What follows belongs to an exercise in optimizing a design on an open flow for small area, a short achievable clock period and few clock cycles; a production flow would make more cautious choices.
Only simulation tests tie the RTL to the original design; equivalence was not proved.
Power figures rest on the tool's default switching activity, not on a simulated workload.

run 1:
==> flow/design.v (excerpt) <==
module g2p_field (
    input  wire        clk,
    input  wire        rst,         
    input  wire        cmd_valid,
    input  wire [31:0] cmd,
    input  wire [63:0] opa,
    input  wire [63:0] opb,
    output wire        cmd_ready,
    output reg         done,
    output reg  [3:0]  code,
    output wire [16:0] res
);
    localparam integer K  = 4;      
    localparam integer KM = 4;      
    localparam [3:0] C_OK       = 4'd0;
    localparam [3:0] C_ILLEGAL  = 4'd1;
    localparam [3:0] C_NOFIELD  = 4'd2;
    localparam [3:0] C_REDEFINE = 4'd3;
    localparam [3:0] C_DEGREE   = 4'd4;
    localparam [3:0] C_MODDEG   = 4'd5;
    localparam [3:0] C_DIVZERO  = 4'd8;
    localparam [3:0] S_IDLE = 4'd0;
    localparam [3:0] S_MUL  = 4'd1;    
    localparam [3:0] S_DIV  = 4'd2;    
    localparam [3:0] S_CINI = 4'd3;    
    localparam [3:0] S_CSQ  = 4'd4;    
    localparam [3:0] S_CGCD = 4'd5;    
    localparam [3:0] S_CFIN = 4'd6;    
    localparam [3:0] S_SINI = 4'd7;    
    localparam [3:0] S_SSQ  = 4'd8;    
    localparam [3:0] S_SMU  = 4'd9;    
    reg [3:0] state;
    wire st_idle = (state == S_IDLE);
    wire st_mul  = (state == S_MUL);
    wire st_div  = (state == S_DIV);
    wire st_cini = (state == S_CINI);
    wire st_csq  = (state == S_CSQ);
    wire st_cgcd = (state == S_CGCD);
    wire st_cfin = (state == S_CFIN);
    wire st_sini = (state == S_SINI);
    wire st_ssq  = (state == S_SSQ);
    wire st_smu  = (state == S_SMU);
    assign cmd_ready = st_idle;
    reg        fvalid;
    reg        irr;         
    reg [4:0]  p;
    reg [16:0] fmod;
    reg        opa_hi;      
    reg        opb_hi;
    reg [15:0] topbit;      
    reg [KM-1:0] mt;        
    reg [15:0] mask;
    integer i;
    always @* begin
        for (i = 0; i < 16; i = i + 1)
            mask[i] = (p > i);
    end
    wire [15:0] a_el = opa[15:0] & mask;
    wire [15:0] b_el = opb[15:0] & mask;
    wire hi_zero   = (cmd[31:8] == 24'd0);
    wire is_setf   = hi_zero && (cmd[7:0] == 8'h0A);
    wire is_fcvt   = hi_zero && (cmd[7:0] == 8'h10);
    wire is_addsub = hi_zero && ((cmd[7:0] == 8'h11) || (cmd[7:0] == 8'h12));
    wire is_fmul   = hi_zero && (cmd[7:0] == 8'h13);
    wire is_fdiv   = hi_zero && (cmd[7:0] == 8'h14);
  ...
clock: 8.0 ns
lec_check: 0
cap_margin: 20
core_margin: 2
core_utilization: 50
setup_slack_margin: 4.0
slew_margin: 20
standard.sh (not shown) runs the stock make flow with config.mk's settings and CLKGATE_MAP_FILE= SYNTH_SCRIPT=/design/flow/synth_recipe.tcl, a recipe that flattens the netlist after the stock synthesis.
==> flow/flow/run.sh <==
#!/bin/bash
# Standard layout, with the port buffers taken as the smallest plain buffer
# (buf_1) instead of the cell buffer_ports picks by default.
set -o pipefail
export BUFFER_PORTS_ARGS="-buffer_cell sky130_fd_sc_hd__buf_1"
bash standard.sh > standard_flow.log 2>&1
Testbench counts of run 1, summed over its fixed seeds: cycles 18,973.
#### Input delta (run 2 over run 1)
==> flow/run.sh (new file) <==
#!/bin/bash
# synth_recipe.tcl (not shown) runs the flow's synth.tcl, then flattens the netlist and writes it again
# the make line also repeats each setting of config.mk as NAME=value (left out here)
make -C /OpenROAD-flow-scripts/flow DESIGN_CONFIG=/design/flow/config.mk WORK_HOME=/design/flow/orfs CLKGATE_MAP_FILE= SYNTH_SCRIPT=/design/flow/synth_recipe.tcl finish
--- a/flow/config.mk
+++ b/flow/config.mk
@@ -9,3 +9,3 @@
 export CORE_MARGIN = 2
-export CORE_UTILIZATION = 50
+export CORE_UTILIZATION = 40
 export SETUP_SLACK_MARGIN = 4.0
removed: flow/flow/run.sh
removed: flow/standard.sh
--- outcome ---
Going from run 1 to run 2, met3 track demand over resource in global routing shrinks by 6.6 points.
Lower global-route usage among run 1 and run 2: run 2
Run 1 → run 2: worst slack at placement decreased by 350 ps relative to the old numbers, cell area after layout saw an increase.
Cmp run 2 vs run 1: proportion of power drawn by the clock network lower in run 2
--- input diff run 2..run 3 ---
==> flow/flow/run.sh (new file) <==
#!/bin/bash
# Standard layout, with the port buffers taken as the smallest plain buffer
# (buf_1) instead of the cell buffer_ports picks by default.
set -o pipefail
export BUFFER_PORTS_ARGS="-buffer_cell sky130_fd_sc_hd__buf_1"
bash standard.sh > standard_flow.log 2>&1
==> flow/standard.sh (new file) <==
#!/bin/bash
# synth_recipe.tcl (not shown) runs the flow's synth.tcl, then flattens the netlist and writes it again
# the make line also repeats each setting of config.mk as NAME=value (left out here)
make -C /OpenROAD-flow-scripts/flow DESIGN_CONFIG=/design/flow/config.mk WORK_HOME=/design/flow/orfs CLKGATE_MAP_FILE= SYNTH_SCRIPT=/design/flow/synth_recipe.tcl "${@:-finish}"
--- a/flow/config.mk
+++ b/flow/config.mk
@@ -9,4 +9,5 @@
 export CORE_MARGIN = 2
-export CORE_UTILIZATION = 40
-export SETUP_SLACK_MARGIN = 4.0
+export CORE_UTILIZATION = 50
+export SETUP_SLACK_MARGIN = 3.6
 export SLEW_MARGIN = 20
+export TNS_END_PERCENT = 30
removed: flow/run.sh
Findings:
Count of buffering cells on the critical path with inverters included: lower on run 3. Run 2 -> run 3: instance count along the most critical hold path delta 0, exact match. Static power due to leakage is higher on run 2. Lower count of antenna diodes in the layout was reported by run 3, not run 2. Run 3 vs run 2 — global-route wire length before repair dropped 10%. In run 3 relative to run 2, sum of internal, switching and leakage power had gone down by more than 10%. Diff run 3 and run 2: sequential fraction of total cell area higher in run 3. The instance count after placement with tap cells included in run 3 was lower than what run 2 gave.
> inputs changed (run 3 -> run 4)
--- a/flow/config.mk
+++ b/flow/config.mk
@@ -10,4 +10,3 @@
 export CORE_UTILIZATION = 50
-export SETUP_SLACK_MARGIN = 3.6
+export SETUP_SLACK_MARGIN = 3.2
 export SLEW_MARGIN = 20
-export TNS_END_PERCENT = 30
- Re sequential share of layout area: run 4 is 0.62 points up on run 3.
- Diff run 3 -> run 4 | area growth from synthesis to layout | decrease of 4.6 points
- Period utilization ended up 4.5 points higher on run 4 than on run 3.
- Compared run 4 vs run 3, and minimum clock period after layout is up in run 4.
- Area of the core delta (run 3 -> run 4): insignificant
- Total power after layout for run 4 is lower than for run 3.

## what the ideal ports hide
No port has a modelled driver above. Below, the same layouts with a new extraction and two added sets of constraints.
Step 1, drivers: a clkbuf_16 drives clk and a buf_2 each remaining input, both assumed.
Step 2 times the ports against the registers' clock, not the clock port: input delays grow and output delays shrink by t, the midpoint of the rising clock arrivals with the driver on.
Slacks: ideal / step 1 / step 2; pairs: ideal / step 1.
| run | shift t [ns] | setup WS [ns] | latest minus earliest clock arrival (ns) |
|---|---|---|---|
| run 1 | 0.495 | 3.749 / 3.749 / 3.531 | 0.013 / 0.013 |
| run 2 | 0.506 | 3.731 / 3.731 / 3.304 | 0.015 / 0.015 |
| run 3 | 0.500 | 3.564 / 3.564 / 3.438 | 0.020 / 0.020 |
| run 4 | 0.494 | 3.201 / 3.201 / 3.201 | 0.018 / 0.018 |
After both steps every run listed still meets setup and hold. The setup slack of run 2, which loses most, moves by 0.000 ns with the drivers and by -0.427 ns with both steps.
